From an optimization exercise on the open Yosys and OpenROAD flow, aimed at small area, a short achievable clock period and few clock cycles per item; shortcuts taken in it are not production practice. Where RTL was checked, it was by simulation tests only, not by an equivalence proof against the original.

## P
Design hmvf_codec, start of the top module:
module hmvf_codec (
    input  wire        clk,
    input  wire        rst,
    input  wire        tx_cmd_valid,
    output wire        tx_cmd_ready,
    input  wire [3:0]  tx_cmd_op,
    input  wire [63:0] tx_cmd_value,
    output wire        tx_out_valid,
    input  wire        tx_out_ready,
    output wire [7:0]  tx_out_data,
    output wire        tx_out_last,
    input  wire        rx_cmd_valid,
    output wire        rx_cmd_ready,
    input  wire [3:0]  rx_cmd_op,
    input  wire        rx_in_valid,
    output wire        rx_in_ready,
    input  wire [7:0]  rx_in_data,
    output wire        rx_done,
    output wire [63:0] rx_value,
    output wire        rx_ovf,
    output wire [3:0]  rx_cblen,
    output wire [79:0] rx_cb
);
Settings: LEC_CHECK=0, ABC_CLOCK_PERIOD_IN_PS=1700, CAP_MARGIN=20, CORE_MARGIN=2, CORE_UTILIZATION=40, SETUP_SLACK_MARGIN=2.3, SLEW_MARGIN=20; clock period 4.0 ns.
standard.sh (not shown) runs the stock make flow with config.mk's settings and CLKGATE_MAP_FILE= SYNTH_SCRIPT=/design/flow/synth_recipe.tcl, a recipe that flattens the netlist after the stock synthesis.
==> flow/flow/run.sh <==
#!/bin/bash
# Standard ORFS layout, with the I/O port buffers made from the smallest
# buffer cell (timing repair upsizes the ones on critical paths).
set -euo pipefail
export BUFFER_PORTS_ARGS="-buffer_cell sky130_fd_sc_hd__buf_1"
bash standard.sh > standard.log 2>&1
P completed every stage of the flow, and the final layout passed the timing, DRC and antenna checks.
Testbench counts of P, summed over its fixed seeds: cycles 23,371, items 11,200.
diff inputs: P => Q
- ABC_CLOCK_PERIOD_IN_PS: 1700 -> unset
- SETUP_SLACK_MARGIN: 2.3 -> 2.0
--- outcome ---
Q completed every stage of the flow, and the final layout passed the timing, DRC and antenna checks. [compare] base=P new=Q: sequential cell area share has increased; post-layout minimum cycle time has decreased. Between Q and P, it is Q whose post-route standard cell area excluding fillers is lower, by about 15%. Relative to P, number of buffers added for setup after CTS decreased by 58 in Q.

---

The RTL this note starts from:
==> flow/design.v <==
`default_nettype none
module hmvf_tx (
    input  wire        clk,
    input  wire        rst,
    input  wire        cmd_valid,
    output wire        cmd_ready,
    input  wire [3:0]  cmd_op,
    input  wire [63:0] cmd_value,
    output wire        out_valid,
    input  wire        out_ready,
    output wire [7:0]  out_data,
    output wire        out_last
);
    localparam OP_VI   = 4'd0;
    localparam OP_BOOL = 4'd3;
    reg        rdy;         
    reg        a_valid;
    reg        a_last;      
    reg        a_var;       
    reg        a_vi;        
    reg [7:0]  a_sel;       
    reg [63:0] a;
    reg        o_valid, o_last;
    reg [7:0]  o_data;
    reg        s_valid, s_last;
    reg [7:0]  s_data;
    wire push = a_valid && !s_valid;
    wire ld   = !a_valid || (a_last && !s_valid);
    reg [7:0] a_byte;
    integer k;
    always @(*) begin
        a_byte = {8{a_sel[0]}} & {a_var ? !a_last : a[7], a[6:0]};
        for (k = 1; k < 8; k = k + 1)
            a_byte = a_byte | ({8{a_sel[k]}} & a[8*k +: 8]);
    end
    wire [63:0] a_shr    = {7'd0, a[63:39], a_vi ? 7'd0 : a[38:32], a[31:7]};
    wire        shr_last = (a[31:14] == 18'd0) && (a_vi || a[63:32] == 32'd0);
    wire in_vi    = (cmd_op == OP_VI);
    wire in_var   = (cmd_op[3:1] == 3'd0);
    wire in_bool  = (cmd_op == OP_BOOL);
    wire in_b16   = (cmd_op[3:1] == 3'd2);
    wire in_b32   = (cmd_op[3:1] == 3'd3);
    wire in_b64   = cmd_op[3];
    wire in_vlast = (cmd_value[31:7] == 25'd0) && (in_vi || cmd_value[63:32] == 32'd0);
    wire in_last  = in_var ? in_vlast : !(in_b16 || in_b32 || in_b64);
    wire s_valid_n = !out_ready && (s_valid || (a_valid && o_valid));
    wire a_last_n  = rdy ? in_last : (s_valid ? a_last : a_var ? shr_last : a_sel[1]);
    wire a_valid_n = rdy ? cmd_valid : 1'b1;
    wire rdy_n     = !a_valid_n || (a_last_n && !s_valid_n);
    wire o_free = !o_valid || out_ready;
    always @(posedge clk) begin
        if (rst) begin
            rdy     <= 1'b1;
            a_valid <= 1'b0;
            o_valid <= 1'b0;
            s_valid <= 1'b0;
        end else begin
            rdy     <= rdy_n;
            a_valid <= a_valid_n;
            s_valid <= s_valid_n;
            if (s_valid || push)
                o_valid <= 1'b1;
            else if (out_ready)
                o_valid <= 1'b0;
        end
        if (s_valid) begin
            if (out_ready) begin
                o_data <= s_data;
                o_last <= s_last;
            end
        end else if (push) begin
            if (o_free) begin
                o_data <= a_byte;
                o_last <= a_last;
            end else begin
                s_data <= a_byte;
                s_last <= a_last;
            end
        end
        a_last <= a_last_n;
        if (ld) begin
            a_var <= in_var;
            a_vi  <= in_vi;
            a_sel <= {in_b64, 3'd0, in_b32, 1'b0, in_b16, !(in_b16 || in_b32 || in_b64)};
            a     <= {cmd_value[63:8], cmd_value[7:1] & {7{!in_bool}}, cmd_value[0]};
        end else if (push) begin
            if (a_var)
                a <= a_shr;
            else
                a_sel <= {1'b0, a_sel[7:1]};
        end
    end
    assign cmd_ready = rdy;
    assign out_valid = o_valid;
    assign out_data  = o_data;
    assign out_last  = o_last;
endmodule
`default_nettype wire
`default_nettype none
module hmvf_rx (
    input  wire        clk,
    input  wire        rst,
    input  wire        cmd_valid,
    output wire        cmd_ready,
    input  wire [3:0]  cmd_op,
    input  wire        in_valid,
    output wire        in_ready,
    input  wire [7:0]  in_data,
    output wire        done,
    output wire [63:0] value,
    output wire        ovf,
    output wire [3:0]  cblen,
    output wire [79:0] cb
);
    localparam OP_VI   = 4'd0;
    localparam OP_VL   = 4'd1;
    localparam OP_BOOL = 4'd3;
    localparam OP_I16  = 4'd4;
    localparam OP_I32  = 4'd6;
    reg        cur_v, pend_v;
    reg        rdy;         
    reg        irdy;        
    reg [3:0]  cur_op, pend_op;
    reg        c_vi, c_var;   
    reg [9:0]  pos;         
    reg        lastb;       
    reg        wall;        
    reg        vi4;         
    reg        done_r;
    reg        ovf_r;
    reg [3:0]  cblen_r;
    reg [63:0] v;
    reg [37:0] ch;          
    reg [9:0]  cont;        
    integer kk;
    wire acc   = cmd_valid && !pend_v;
    wire take  = cur_v && in_valid;
    wire c_vl   = (cur_op == OP_VL);
    wire c_bool = (cur_op == OP_BOOL);
    wire c_sext = (cur_op == OP_I16) || (cur_op == OP_I32);
    wire c_b16  = (cur_op[3:1] == 3'd2);
    wire c_b32  = (cur_op[3:1] == 3'd3);
    wire c_b64  = cur_op[3];
    wire fin    = take && (lastb || (c_var && !in_data[7]));
    wire pend_n = cur_v && !fin && (pend_v || acc);
    wire [3:0] nx_op  = pend_v ? pend_op : cmd_op;
    wire       nx_one = (nx_op[3:1] == 3'd1);       
    wire lastb_sh = (c_vi && pos[3]) || (c_vl && pos[8]) || (c_b16 && pos[0]) ||
                    (c_b32 && pos[2]) || (c_b64 && pos[6]);
    wire       newc    = !cur_v || fin;
    wire [9:0] pos_n   = !take ? pos : fin ? 10'd1 : {pos[8:0], 1'b0};
    wire       c_var_n = newc ? (nx_op[3:1] == 3'd0) : c_var;
    wire       c_vi_n  = newc ? (nx_op == OP_VI) : c_vi;
    assign cmd_ready = rdy;
    assign in_ready  = irdy;
    wire [7:0] be_in = c_bool ? {7'd0, in_data[0]} : in_data;
    wire       fill  = c_sext && in_data[7];
    always @(posedge clk) begin
        if (rst) begin
            cur_v  <= 1'b0;
            pend_v <= 1'b0;
            rdy    <= 1'b1;
            irdy   <= 1'b0;
            pos    <= 10'd1;
            wall   <= 1'b1;
            vi4    <= 1'b0;
            done_r <= 1'b0;
        end else begin
            done_r <= fin;
            if (!cur_v || fin)
                cur_v <= pend_v || acc;
            pend_v <= pend_n;
            rdy    <= !pend_n;
            irdy   <= pend_v || acc || (cur_v && !fin);
            pos    <= pos_n;
            wall   <= pos_n[0] || !c_var_n;
            vi4    <= c_vi_n && pos_n[4];
        end
        c_vi  <= c_vi_n;
        c_var <= c_var_n;
        if (!cur_v || fin) begin
            cur_op <= nx_op;
            lastb  <= nx_one;
        end else if (take)
            lastb  <= lastb_sh;
        if (acc)
            pend_op <= cmd_op;
        cblen_r <= {pos[7] | pos[8] | pos[9],
                    pos[3] | pos[4] | pos[5] | pos[6],
                    pos[1] | pos[2] | pos[5] | pos[6] | pos[9],
                    pos[0] | pos[2] | pos[4] | pos[6] | pos[8]};
        ovf_r   <= c_var && in_data[7];
        for (kk = 0; kk < 10; kk = kk + 1)
            cont[kk] <= (pos >> (kk + 1)) != 10'd0 || (pos[kk] && in_data[7]);
    end
    genvar i;
    generate
        for (i = 0; i < 64; i = i + 1) begin : g_v
            localparam integer G = (i < 63) ? i / 7 : 9;     
            wire first_d = c_var ? ((i < 7) ? in_data[i] : 1'b0)
                                 : ((i < 8) ? be_in[i] : fill);
            wire var_d   = (c_vi && i >= 32) ? in_data[3] : in_data[i % 7];
            wire be_d    = (i < 8) ? in_data[i] : v[(i < 8) ? 0 : i - 8];
            wire wr      = wall || pos[G] || (i >= 32 && vi4);
            always @(posedge clk)
                if (take && wr)
                    v[i] <= pos[0] ? first_d : (c_var ? var_d : be_d);
        end
    endgenerate
    always @(posedge clk) begin
        if (take && (wall || pos[4]))
            ch[2:0] <= pos[0] ? 3'd0 : in_data[6:4];
    end
    genvar k;
    generate
        for (k = 5; k < 10; k = k + 1) begin : g_ch
            always @(posedge clk)
                if (take && (wall || pos[k]))
                    ch[7*k-32 +: 7] <= pos[0] ? 7'd0 : in_data[6:0];
        end
    endgenerate
    assign done  = done_r;
    assign ovf   = ovf_r;
    assign cblen = cblen_r;
    assign value = v;
    genvar g;
    generate
        for (g = 0; g < 4; g = g + 1) begin : g_cb
            assign cb[8*g +: 8] = {cont[g], v[7*g +: 7]};
        end
        for (g = 5; g < 10; g = g + 1) begin : g_cbh
            assign cb[8*g +: 8] = {cont[g], ch[7*g-32 +: 7]};
        end
    endgenerate
    assign cb[39:32] = {cont[4], ch[2:0], v[31:28]};
endmodule
`default_nettype wire
`default_nettype none
module hmvf_codec (
    input  wire        clk,
    input  wire        rst,
    input  wire        tx_cmd_valid,
    output wire        tx_cmd_ready,
    input  wire [3:0]  tx_cmd_op,
    input  wire [63:0] tx_cmd_value,
    output wire        tx_out_valid,
    input  wire        tx_out_ready,
    output wire [7:0]  tx_out_data,
    output wire        tx_out_last,
    input  wire        rx_cmd_valid,
    output wire        rx_cmd_ready,
    input  wire [3:0]  rx_cmd_op,
    input  wire        rx_in_valid,
    output wire        rx_in_ready,
    input  wire [7:0]  rx_in_data,
    output wire        rx_done,
    output wire [63:0] rx_value,
    output wire        rx_ovf,
    output wire [3:0]  rx_cblen,
    output wire [79:0] rx_cb
);
    hmvf_tx u_tx (
        .clk       (clk),
        .rst       (rst),
        .cmd_valid (tx_cmd_valid),
        .cmd_ready (tx_cmd_ready),
        .cmd_op    (tx_cmd_op),
        .cmd_value (tx_cmd_value),
        .out_valid (tx_out_valid),
        .out_ready (tx_out_ready),
        .out_data  (tx_out_data),
        .out_last  (tx_out_last)
    );
    hmvf_rx u_rx (
        .clk       (clk),
        .rst       (rst),
        .cmd_valid (rx_cmd_valid),
        .cmd_ready (rx_cmd_ready),
        .cmd_op    (rx_cmd_op),
        .in_valid  (rx_in_valid),
        .in_ready  (rx_in_ready),
        .in_data   (rx_in_data),
        .done      (rx_done),
        .value     (rx_value),
        .ovf       (rx_ovf),
        .cblen     (rx_cblen),
        .cb        (rx_cb)
    );
endmodule
`default_nettype wire
clock: 4.0 ns
lec_check: 0
cap_margin: 20
core_margin: 2
core_utilization: 80
cts_cluster_diameter: 80
cts_cluster_size: 24
setup_slack_margin: 1.95
slew_margin: 20
tns_end_percent: 100
Scripts as last shown in full above: flow/flow/run.sh
Change:
CORE_UTILIZATION = 55   (was 80)
What happened: Non-clock buffer count stays the same. Sequential cell count is unchanged. Synthesized cell count does not change. Worst setup slack improved by 0.13 ns.
Change:
CORE_UTILIZATION = 70   (was 55)
After rerunning:
- final area fell by 1.0%
- worst setup slack loses 0.016 ns
- area after synthesis stays the same
No run of this note included a check of the RTL's function; only the layout flow was run.

## what the ideal ports hide
The results above use ideal ports. As a check the final layouts listed here were re-extracted and re-timed, cells and wires unchanged. Step 1, drivers: a clkbuf_16 drives clk and a buf_2 each remaining input, both assumed. Step 2 times the ports against the registers' clock, not the clock port: input delays grow and output delays shrink by t, the midpoint of the rising clock arrivals with the driver on. Three values: ideal, step 1, step 2; two values: the first two.
run | t (ns) | slack for setup (ns) | hold WS [ns] | worst register clock-pin slew, ns | worst slew at a driven data input, ns
P | 0.481 | 1.707 / 1.660 / 1.752 | 0.552 / 0.552 / 0.552 | 0.08 / 0.08 | 0.09
Q | 0.473 | 1.757 / 1.708 / 1.703 | 0.549 / 0.549 / 0.549 | 0.08 / 0.08 | 0.09
the first run of note 2 | 0.518 | 1.890 / 1.893 / 1.375 | 0.545 / 0.524 / 0.556 | 0.11 / 0.11 | 0.06
the second run of note 2 | 0.521 | 2.017 / 1.973 / 1.629 | 0.523 / 0.505 / 0.541 | 0.10 / 0.10 | 0.04
the third run of note 2 | 0.519 | 2.001 / 1.960 / 1.601 | 0.536 / 0.535 / 0.536 | 0.10 / 0.10 | 0.04
After both steps setup and hold are still met in every run listed. For the first run of note 2, which loses most, drivers alone change the setup slack by +0.003 ns; drivers and shift together by -0.515 ns.
